This design comes from an exercise in tuning for a short achievable clock period and few clock cycles on the open sky130 flow, not from production work. In this exercise RTL edits were held to simulation tests only and were not proved equivalent to the original. No activity file was given, so power comes from the tool's default toggle rates.

File: flow/config.mk
export PLATFORM = sky130hd
export DESIGN_NAME = dcpu16_core
export DESIGN_NICKNAME = dcpu16_core
export VERILOG_FILES = /design/flow/design.v
export SDC_FILE = /design/flow/constraint.sdc
export NUM_CORES = 4
export LEC_CHECK = 0
export CAP_MARGIN = 30
export CORE_MARGIN = 2
export CORE_UTILIZATION = 30
export SLEW_MARGIN = 30
File: flow/constraint.sdc
create_clock -name core_clock -period 10.0 [get_ports {clk}]
set_input_delay 2.0000 -clock core_clock [delete_from_list [all_inputs] [get_ports {clk}]]
set_output_delay 2.0000 -clock core_clock [all_outputs]
set_load 0.01 [all_outputs]
File: flow/design.v
module dcpu16_core (
    input  wire        clk,
    input  wire        rst,
    output reg         mem_req,
    output reg         mem_we,
    output reg  [15:0] mem_addr,
    output reg  [15:0] mem_wdata,
    input  wire        mem_ack,
    input  wire [15:0] mem_rdata,
    output wire        halted
);
    localparam [3:0] OP_EXT = 4'h0, OP_SET = 4'h1, OP_ADD = 4'h2, OP_SUB = 4'h3,
                     OP_MUL = 4'h4, OP_DIV = 4'h5, OP_MOD = 4'h6, OP_SHL = 4'h7,
                     OP_SHR = 4'h8, OP_AND = 4'h9, OP_BOR = 4'hA, OP_XOR = 4'hB,
                     OP_IFE = 4'hC, OP_IFN = 4'hD, OP_IFG = 4'hE, OP_IFB = 4'hF;
    localparam [5:0] EOP_JSR = 6'h01, EOP_INT = 6'h08, EOP_IAG = 6'h09, EOP_IAS = 6'h0A,
                     EOP_HWN = 6'h10, EOP_HWQ = 6'h11, EOP_HWI = 6'h12;
    localparam [5:0] OPC_POP = 6'h18, OPC_PEEK = 6'h19, OPC_PUSH = 6'h1A, OPC_SP = 6'h1B,
                     OPC_PC = 6'h1C, OPC_EX = 6'h1D, OPC_IA = 6'h1E, OPC_NW = 6'h1F;
    localparam [3:0] S_FETCH = 4'd0,   
                     S_DEC   = 4'd1,   
                     S_DNW   = 4'd2,   
                     S_DLOC  = 4'd3,   
                     S_DRD   = 4'd4,   
                     S_SNW   = 4'd5,   
                     S_SVAL  = 4'd6,   
                     S_SRD   = 4'd7,   
                     S_EXEC  = 4'd8,   
                     S_DIV   = 4'd9,   
                     S_WR    = 4'd10,  
                     S_PUSH1 = 4'd11,  
                     S_PUSH2 = 4'd12,  
                     S_HALT  = 4'd13;  
    reg [3:0]  state;
    reg [15:0] regs [0:7];
    reg [15:0] pc, sp, ex, ia;
    reg        skip;
    reg [15:0] ir;
    reg [15:0] dnw;         
    reg [15:0] snw;         
    reg [15:0] daddr;       
    reg [15:0] saddr;       
    reg [15:0] vb;          
    reg [15:0] va;          
    reg [15:0] wres;        
    reg        irq_pending;   
    reg [15:0] irq_msg;
    reg        in_irq;        
    reg [5:0]  div_cnt;
    reg [31:0] div_q;       
    reg [16:0] div_r;       
    reg [15:0] mod_r;       
    wire [3:0] op    = ir[3:0];
    wire [5:0] bcode = ir[9:4];
    wire [5:0] acode = ir[15:10];
    wire [5:0] eop   = ir[9:4];
    wire       is_basic = (op != OP_EXT);
    wire ext_assigned = (eop == EOP_JSR) || (eop == EOP_INT) || (eop == EOP_IAG) ||
                        (eop == EOP_IAS) || (eop == EOP_HWN) || (eop == EOP_HWQ) ||
                        (eop == EOP_HWI);
    wire is_cond = is_basic && (op >= OP_IFE);
    reg       has_d, rd_d, has_s;
    reg [5:0] dcode, scode;
    always @(*) begin
        has_d = 1'b0; rd_d = 1'b0; has_s = 1'b0;
        dcode = bcode; scode = acode;
        if (is_basic) begin
            has_d = 1'b1;
            rd_d  = (op != OP_SET);
            has_s = 1'b1;
        end else begin
            case (eop)
                EOP_HWN, EOP_IAG: begin has_d = 1'b1; dcode = acode; end
                EOP_IAS:          begin has_d = 1'b1; dcode = OPC_IA; has_s = 1'b1; end
                default:          has_s = 1'b1;
            endcase
        end
    end
    function automatic has_nw(input [5:0] c);
        has_nw = (c[5:3] == 3'b010) || (c == OPC_NW);
    endfunction
    function automatic is_mem(input [5:0] c);
        is_mem = (c[5:3] == 3'b001) || (c[5:3] == 3'b010) ||
                 (c == OPC_POP) || (c == OPC_PEEK) || (c == OPC_PUSH);
    endfunction
    function automatic [15:0] plain_val(input [5:0] c, input [15:0] nw);
        begin
            if (c[5])
                plain_val = {11'd0, c[4:0]};
            else if (c[5:3] == 3'b000)
                plain_val = regs[c[2:0]];
            else begin
                case (c)
                    OPC_SP:  plain_val = sp;
                    OPC_PC:  plain_val = pc;
                    OPC_EX:  plain_val = ex;
                    OPC_IA:  plain_val = ia;
                    OPC_NW:  plain_val = nw;
                    default: plain_val = 16'h0000;
                endcase
            end
        end
    endfunction
    wire [31:0] mul_p   = vb * va;
    wire [16:0] add_s   = {1'b0, vb} + {1'b0, va};
    wire [16:0] sub_d   = {1'b0, vb} - {1'b0, va};
    wire        sh_big  = (va[15:5] != 11'd0);
    wire [31:0] shl_p   = sh_big ? 32'd0 : ({16'd0, vb} << va[4:0]);
    wire [31:0] shr_q   = sh_big ? 32'd0 : ({vb, 16'd0} >> va[4:0]);
    reg        cond;
    always @(*) begin
        case (op)
            OP_IFE:  cond = (vb == va);
            OP_IFN:  cond = (vb != va);
            OP_IFG:  cond = (vb > va);
            default: cond = ((vb & va) != 16'd0);
        endcase
    end
    reg [15:0] res;
    reg        ex_wr;
    reg [15:0] ex_val;
    always @(*) begin
        res = va; ex_wr = 1'b0; ex_val = 16'h0000;
        if (is_basic) begin
            case (op)
                OP_ADD: begin res = add_s[15:0];  ex_wr = 1'b1; ex_val = add_s[16] ? 16'h0001 : 16'h0000; end
                OP_SUB: begin res = sub_d[15:0];  ex_wr = 1'b1; ex_val = sub_d[16] ? 16'hFFFF : 16'h0000; end
                OP_MUL: begin res = mul_p[15:0];  ex_wr = 1'b1; ex_val = mul_p[31:16]; end
                OP_SHL: begin res = shl_p[15:0];  ex_wr = 1'b1; ex_val = shl_p[31:16]; end
                OP_SHR: begin res = shr_q[31:16]; ex_wr = 1'b1; ex_val = shr_q[15:0]; end
                OP_AND: res = vb & va;
                OP_BOR: res = vb | va;
                OP_XOR: res = vb ^ va;
                default: res = va;                
            endcase
        end else begin
            case (eop)
                EOP_IAG: res = ia;
                EOP_HWN: res = 16'h0000;
                default: res = va;                
            endcase
        end
    end
    wire [16:0] div_try = {div_r[15:0], div_q[31]} - {1'b0, va};
    wire        div_ge  = ~div_try[16];
    wire [16:0] div_rn  = div_ge ? div_try : {div_r[15:0], div_q[31]};
    wire [31:0] div_qn  = {div_q[30:0], div_ge};
    always @(*) begin
        mem_req = 1'b0; mem_we = 1'b0; mem_addr = pc; mem_wdata = wres;
        case (state)
            S_FETCH, S_DNW, S_SNW: begin mem_req = 1'b1; mem_addr = pc; end
            S_DRD:   begin mem_req = 1'b1; mem_addr = daddr; end
            S_SRD:   begin mem_req = 1'b1; mem_addr = saddr; end
            S_WR:    begin mem_req = 1'b1; mem_we = 1'b1; mem_addr = daddr; mem_wdata = wres; end
            S_PUSH1: begin mem_req = 1'b1; mem_we = 1'b1; mem_addr = sp - 16'd1; mem_wdata = pc; end
            S_PUSH2: begin mem_req = 1'b1; mem_we = 1'b1; mem_addr = sp - 16'd1; mem_wdata = regs[0]; end
            default: ;
        endcase
    end
    assign halted = (state == S_HALT);
    task automatic write_dest(input [15:0] value);
        begin
            if (dcode[5:3] == 3'b000)
                regs[dcode[2:0]] <= value;
            else if (dcode == OPC_SP)
                sp <= value;
            else if (dcode == OPC_PC)
                pc <= value;
            else if (dcode == OPC_EX)
                ex <= value;
            else if (dcode == OPC_IA)
                ia <= value;
            if (is_mem(dcode)) begin
                wres  <= value;
                state <= S_WR;
            end else begin
                state <= S_FETCH;
            end
        end
    endtask
    integer i;
    always @(posedge clk) begin
        if (rst) begin
            state       <= S_FETCH;
            pc          <= 16'h0000;
            sp          <= 16'h0000;
            ex          <= 16'h0000;
            ia          <= 16'h0000;
            skip        <= 1'b0;
            irq_pending <= 1'b0;
            in_irq      <= 1'b0;
            for (i = 0; i < 8; i = i + 1)
                regs[i] <= 16'h0000;
        end else begin
            case (state)
                S_FETCH: begin
                    if (irq_pending) begin
                        irq_pending <= 1'b0;
                        if (ia != 16'h0000) begin
                            in_irq <= 1'b1;
                            state  <= S_PUSH1;
                        end
                    end else if (mem_ack) begin
                        ir    <= mem_rdata;
                        pc    <= pc + 16'd1;
                        state <= S_DEC;
                    end
                end
                S_DEC: begin
                    if (!is_basic && !ext_assigned)
                        state <= S_HALT;
                    else if (has_d)
                        state <= has_nw(dcode) ? S_DNW : S_DLOC;
                    else
                        state <= has_nw(scode) ? S_SNW : S_SVAL;
                end
                S_DNW: begin
                    if (mem_ack) begin
                        dnw   <= mem_rdata;
                        pc    <= pc + 16'd1;
                        state <= S_DLOC;
                    end
                end
                S_DLOC: begin
                    if (!skip) begin
                        case (dcode)
                            OPC_POP:  begin daddr <= sp; sp <= sp + 16'd1; end
                            OPC_PEEK: daddr <= sp;
                            OPC_PUSH: begin daddr <= sp - 16'd1; sp <= sp - 16'd1; end
                            default:  daddr <= regs[dcode[2:0]] + (dcode[4] ? dnw : 16'h0000);
                        endcase
                        vb <= plain_val(dcode, dnw);
                    end
                    if (!skip && rd_d && is_mem(dcode))
                        state <= S_DRD;
                    else if (has_s)
                        state <= has_nw(scode) ? S_SNW : S_SVAL;
                    else
                        state <= S_EXEC;
                end
                S_DRD: begin
                    if (mem_ack) begin
                        vb    <= mem_rdata;
                        state <= has_s ? (has_nw(scode) ? S_SNW : S_SVAL) : S_EXEC;
                    end
                end
                S_SNW: begin
                    if (mem_ack) begin
                        snw   <= mem_rdata;
                        pc    <= pc + 16'd1;
                        state <= S_SVAL;
                    end
                end
                S_SVAL: begin
                    if (!skip) begin
                        case (scode)
                            OPC_POP:  begin saddr <= sp; sp <= sp + 16'd1; end
                            OPC_PEEK: saddr <= sp;
                            OPC_PUSH: begin saddr <= sp - 16'd1; sp <= sp - 16'd1; end
                            default:  saddr <= regs[scode[2:0]] + (scode[4] ? snw : 16'h0000);
                        endcase
                        va <= plain_val(scode, snw);
                    end
                    state <= (!skip && is_mem(scode)) ? S_SRD : S_EXEC;
                end
                S_SRD: begin
                    if (mem_ack) begin
                        va    <= mem_rdata;
                        state <= S_EXEC;
                    end
                end
                S_EXEC: begin
                    if (skip) begin
                        skip  <= 1'b0;
                        state <= S_FETCH;
                    end else if (is_cond) begin
                        skip  <= ~cond;
                        state <= S_FETCH;
                    end else if (is_basic && (op == OP_DIV || op == OP_MOD)) begin
                        if (va == 16'h0000) begin
                            if (op == OP_DIV)
                                ex <= 16'h0000;
                            write_dest(16'h0000);
                        end else begin
                            div_q   <= {vb, 16'h0000};
                            div_r   <= 17'd0;
                            div_cnt <= 6'd0;
                            state   <= S_DIV;
                        end
                    end else if (is_basic || eop == EOP_IAG || eop == EOP_IAS || eop == EOP_HWN) begin
                        if (ex_wr)
                            ex <= ex_val;
                        write_dest(res);    
                    end else begin
                        case (eop)
                            EOP_JSR: state <= S_PUSH1;
                            EOP_INT: begin
                                if (ia != 16'h0000) begin
                                    irq_pending <= 1'b1;
                                    irq_msg     <= va;
                                end
                                state <= S_FETCH;
                            end
                            EOP_HWQ: begin
                                regs[0] <= 16'h0000; regs[1] <= 16'h0000; regs[2] <= 16'h0000;
                                regs[3] <= 16'h0000; regs[4] <= 16'h0000;
                                state <= S_FETCH;
                            end
                            default: state <= S_FETCH;    
                        endcase
                    end
                end
                S_DIV: begin
                    div_q   <= div_qn;
                    div_r   <= div_rn;
                    div_cnt <= div_cnt + 6'd1;
                    if (div_cnt == 6'd15)
                        mod_r <= div_rn[15:0];
                    if (div_cnt == 6'd31) begin
                        if (op == OP_DIV) begin
                            ex <= div_qn[15:0];
                            write_dest(div_qn[31:16]);
                        end else begin
                            write_dest(mod_r);
                        end
                    end
                end
                S_WR: begin
                    if (mem_ack)
                        state <= S_FETCH;
                end
                S_PUSH1: begin
                    if (mem_ack) begin
                        sp <= sp - 16'd1;
                        if (in_irq) begin
                            state <= S_PUSH2;
                        end else begin
                            pc    <= va;
                            state <= S_FETCH;
                        end
                    end
                end
                S_PUSH2: begin
                    if (mem_ack) begin
                        sp      <= sp - 16'd1;
                        pc      <= ia;
                        regs[0] <= irq_msg;
                        in_irq  <= 1'b0;
                        state   <= S_FETCH;
                    end
                end
                default: state <= S_HALT;
            endcase
        end
    end
endmodule
File: flow/run.sh
#!/bin/bash
# synth_recipe.tcl (not shown) runs the flow's synth.tcl, then flattens the netlist and writes it again
# the make line also repeats each setting of config.mk as NAME=value (left out here)
make -C /OpenROAD-flow-scripts/flow DESIGN_CONFIG=/design/flow/config.mk WORK_HOME=/design/flow/orfs CLKGATE_MAP_FILE= SYNTH_SCRIPT=/design/flow/synth_recipe.tcl finish
==> results.toml <==
[yosys]
yosys.area.top_type = "sky130_fd_sc_hd__edfxtp_1"
synth_seq_cells = 416
mappedNetlistArea_um2 = 39460
asyncSetResetFlopFracSynth_pct = 0
yosys_warnings = 1
synth.lib_cells_used.distinct = 99
synth_enable_flop_cells = 342
synthesis.instances = 4590
yosysSeqAreaShare_pct = 29.78
syn_avg_cell_area_um2 = 8.597
mappedNetlistNets = 5011
synth_top_flop_cell = "sky130_fd_sc_hd__edfxtp_1"
netlist_top_cells_area = "sky130_fd_sc_hd__edfxtp_1 26%, sky130_fd_sc_hd__fa_1 10%, sky130_fd_sc_hd__ha_1 6.4%, sky130_fd_sc_hd__nand2_1 5.9%, sky130_fd_sc_hd__nor2_1 5.6%"
synth_top_area_share_pct = 26.03

[grt]
grt_max_degree = 70
grtUsageTotal_pct = 26.77
grt_pass1_wl_um = 265500
number_of_antenna_violations_at_the_first_check_in_global_routing = 14
first_global_vias = 36390
grt_remaining_overflow = 0

[sta]
worst_slack_on_hold_paths_ns = 0.5141
rsz0062_at_grt = "false"
max_freq_mhz = 123.3
timing.final.crit_share_pct = 81.07
timing.clock.skew_ns = 0.03611
timing.max_slew.rel_slack_pct = 21.05
finalCriticalPeriod_ns = 8.107
finalMaxSlewViolations = 0
final-hold-violation-count = 0
worst_pin_slew_ns = 1.177
setup-tns-final_ns = 0
finalSetupViolCount = 0

[clocking]
clk_transition_reported_paths_ns = 0.07
cts_tree = "built"
cts_num_sinks = 416
numCtsBuffers = 50
cts-resized-gates = 0
clk-insertion-delay-late_ns = 0.66
holdBufCountCts = 0
clk_root_buffer_cell = "sky130_fd_sc_hd__clkbuf_16"
cts_buffer_depth = 3
postCtsSetupBuffers = 0
htree_levels = 2

[placement]
place_congestion = 1.021
port_buffers = 53
dp_hpwl_um = 137300

[die]
die_area_um2 = 134500
std_cell_rows = 133
die_y_um = 366.7
boundaryPins = 54
start_util_pct = 30.13
core_um2 = 131000
die_w_um = 366.7

[detailed_routing]
detailedRoute.firstPassIterationCount = 11
wl_per_cell_um = 29.56
post-route-drc-count = 0
vias = 38720
detailedRoute.firstIterationViolations = 6469
final_antenna_net_count = 0
drt-total-wl_um = 186100
route.detailed.vias_per_inst = 6.149

[cells_and_area]
layout-drive-gt1-share_pct = 8.768
flow.area_growth_from_synthesis_pct = 11.23
finish.net_count = 4919
fill_cell_count = 13540
regArea_um2 = 11750
finalCoreUtilization_pct = 33.51
multi_input_comb_area_um2 = 25490

[power]
power-per-cell-area_nw_per_um2 = 308.2
vdd_ir_drop_max_mv = 0.3994
leak_pwr_nw = 16.53

[worst_setup_path]
cp_slowest_stage_delay_ns = 1.00
worstPathRequired_ns = 10.59
critPathKind = "reg -> reg"
critPathMostFrequentCell = "sky130_fd_sc_hd__fa_1"
worstSetupEndpointType = "flip-flop"
chain_of_cells_forming_the_critical_path = "clkinv_1 > nor2_1 > fa_1 > inv_1 > fa_1 > fa_1 > fa_1 > inv_1 > fa_1 > inv_1 > fa_1 > inv_1 > ha_1 > a21o_1 > a41oi_1 > a21oi_1 > xor2_1 > nand2_1 > a31oi_1 > a21oi_1 > a211o_1 > a21oi_1"
critPathArrivalTime_ns = 8.70
cp-start-kind = "flip-flop"
critical_path.slowest_cell = "sky130_fd_sc_hd__edfxtp_1"
crit_path_max_fanout = 22

[worst_hold_path]
hold_class = "reg -> reg"

[job]
max_cap_violations = 0

[outcome]
status = "finished clean"
==> per-stage QoR <==
stage / setup WS, ns / cell area, µm² / power (mW) / instances
global placement: 2.417 / 42070 / 11.28 / 6195
finish: 1.893 / 43890 / 13.53 / 6296
floorplan: 1.640 / 39460 / 8.237 / 4590
CTS: 2.244 / 43870 / 13.28 / 6293
detailed placement: 2.241 / 42180 / 11.32 / 6200
global route: 1.842 / 43890 / 14.29 / 6294
==> sequential cells by signal, summed over array words and instances, names as in the netlist, 4 cells and up, named ones only <==
signal,cells
div_r,16
ia,16
irq_msg,16
ir,16
sp,16
va,16
daddr,16
vb,16
div_q,32
ex,16
wres,16
dnw,16
regs,128
mod_r,16
pc,16
saddr,16
state,4
snw,16
div_cnt,6
==> final timing paths <==
path / startpoint / endpoint / slack, ns / cells past startpoint
worst max-delay path: vb[5] / sp[14] / 1.89 / 22
worst min-delay path: irq_msg[13] / regs[0][13] / 0.51 / 2
worst max register to register: vb[5] / sp[14] / 1.89 / 22
worst min register to register: irq_msg[13] / regs[0][13] / 0.51 / 2
==> synthesized netlist by cell type (all sizes together) (35+ instances only) <==
master	count
inv	303
mux2i	60
mux4	74
dfxtp	74
nor2	584
a21o	37
o21ai	233
and2	49
clkbuf	274
a22oi	65
nand2	623
mux2	43
nand3	179
edfxtp	342
fa	199
a21oi	256
a31oi	45
o22ai	48
buf	60
a221oi	41
xor2	35
ha	203
a222oi	38
xnor2	63
and3	46
nand2b	37
nor3	107
==> cell usage in the layout, fill, tap and decap left out, drive strengths merged, types with 35 or more instances in the layout <==
cell	n
buf	138
edfxtp	342
clkbuf	51
and2	49
nand2	623
o21ai	233
nor3	107
nand2b	37
inv	308
mux2	43
a31oi	45
mux2i	60
a221oi	41
nand3	179
xnor2	63
a222oi	38
dfxtp	74
xor2	35
a21o	37
nor2	584
mux4	74
a22oi	65
clkdlybuf4s50	52
fa	199
ha	203
o22ai	48
and3	46
a21oi	256
==> area by class of cell <==
class | instances | share of cell area (%)
clock inverters | 42 | 0.9892
diodes | 2 | 0.01140
inverters | 312 | 2.668
clock buffers | 51 | 2.859
repair buffers | 190 | 3.617
well taps | 1755 | 5.003
flip-flops and latches | 416 | 26.78
multi-input cells | 3528 | 58.08
==> routing by layer <==
| layer | part of all wire, % | GRT usage, % | up-vias | routed length (µm) |
|---|---|---|---|---|
| li1 | - | - | 16330 | - |
| met1 | 38 | 35.26 | 18970 | 71450 |
| met2 | 42 | 39.70 | 2811 | 78730 |
| met3 | 13 | 7.176 | 595 | 23280 |
| met4 | 6.7 | 14.78 | 16 | 12560 |
| met5 | 0.059 | 0 | - | 109 |
==> worst max-delay path, delay by kind of cell (launching register included) <==
family | cells | cell delay, ns
AOI/OAI and AO/OA | 7 | 2.53
xor gates and xnor gates | 1 | 0.18
adders and majority gates | 7 | 3.19
buffers and inverters | 5 | 0.81
DFF | 1 | 1.00
and+or+nand+nor | 2 | 0.35
==> where the power goes <==
group / leakage (nW) / internal (mW) / total [mW] / switching (mW)
Sequential: 3.87 / 2.07 / 2.32 / 0.253
Clock: 0.817 / 1.10 / 1.95 / 0.844
Combinational: 11.8 / 3.28 / 9.26 / 5.98
==> logic make-up after synthesis <==
logic type	count (synthesis)	share of synthesized area [%]
DFF	416	29.78
adders and majority gates	402	16.53
muxes	177	6.973
and+or+nand+nor	1776	19.97
AOI/OAI and AO/OA	1075	18.30
buffers and inverters	646	6.272
xor gates and xnor gates	98	2.175
Testbench counts, summed over its fixed seeds: cycles 176,225.

static timing again, ports no longer ideal:
How much do the figures lean on ideal ports? The routed layout below was timed once more, with nothing changed but the port constraints. Step 1: set_driving_cell puts a clkbuf_16 on clk and a buf_2 on each other input, an assumption about the parent block. Step 2, shift: input delay + t, output delay - t, t = (earliest + latest rising clock arrival at the registers) / 2. This alone moves slack from input paths to output paths. Slacks: ideal / step 1 / step 2; pairs: ideal / step 1.
t, ns: 0.716
setup slack, ns: 1.893 / 1.893 / 1.893
worst setup path after step 2: register to register
worst register clock-pin slew, ns: 0.08 / 0.08
After both steps this run still meets setup and hold. For this run, drivers alone change the setup slack by 0.000 ns; drivers and shift together by 0.000 ns.
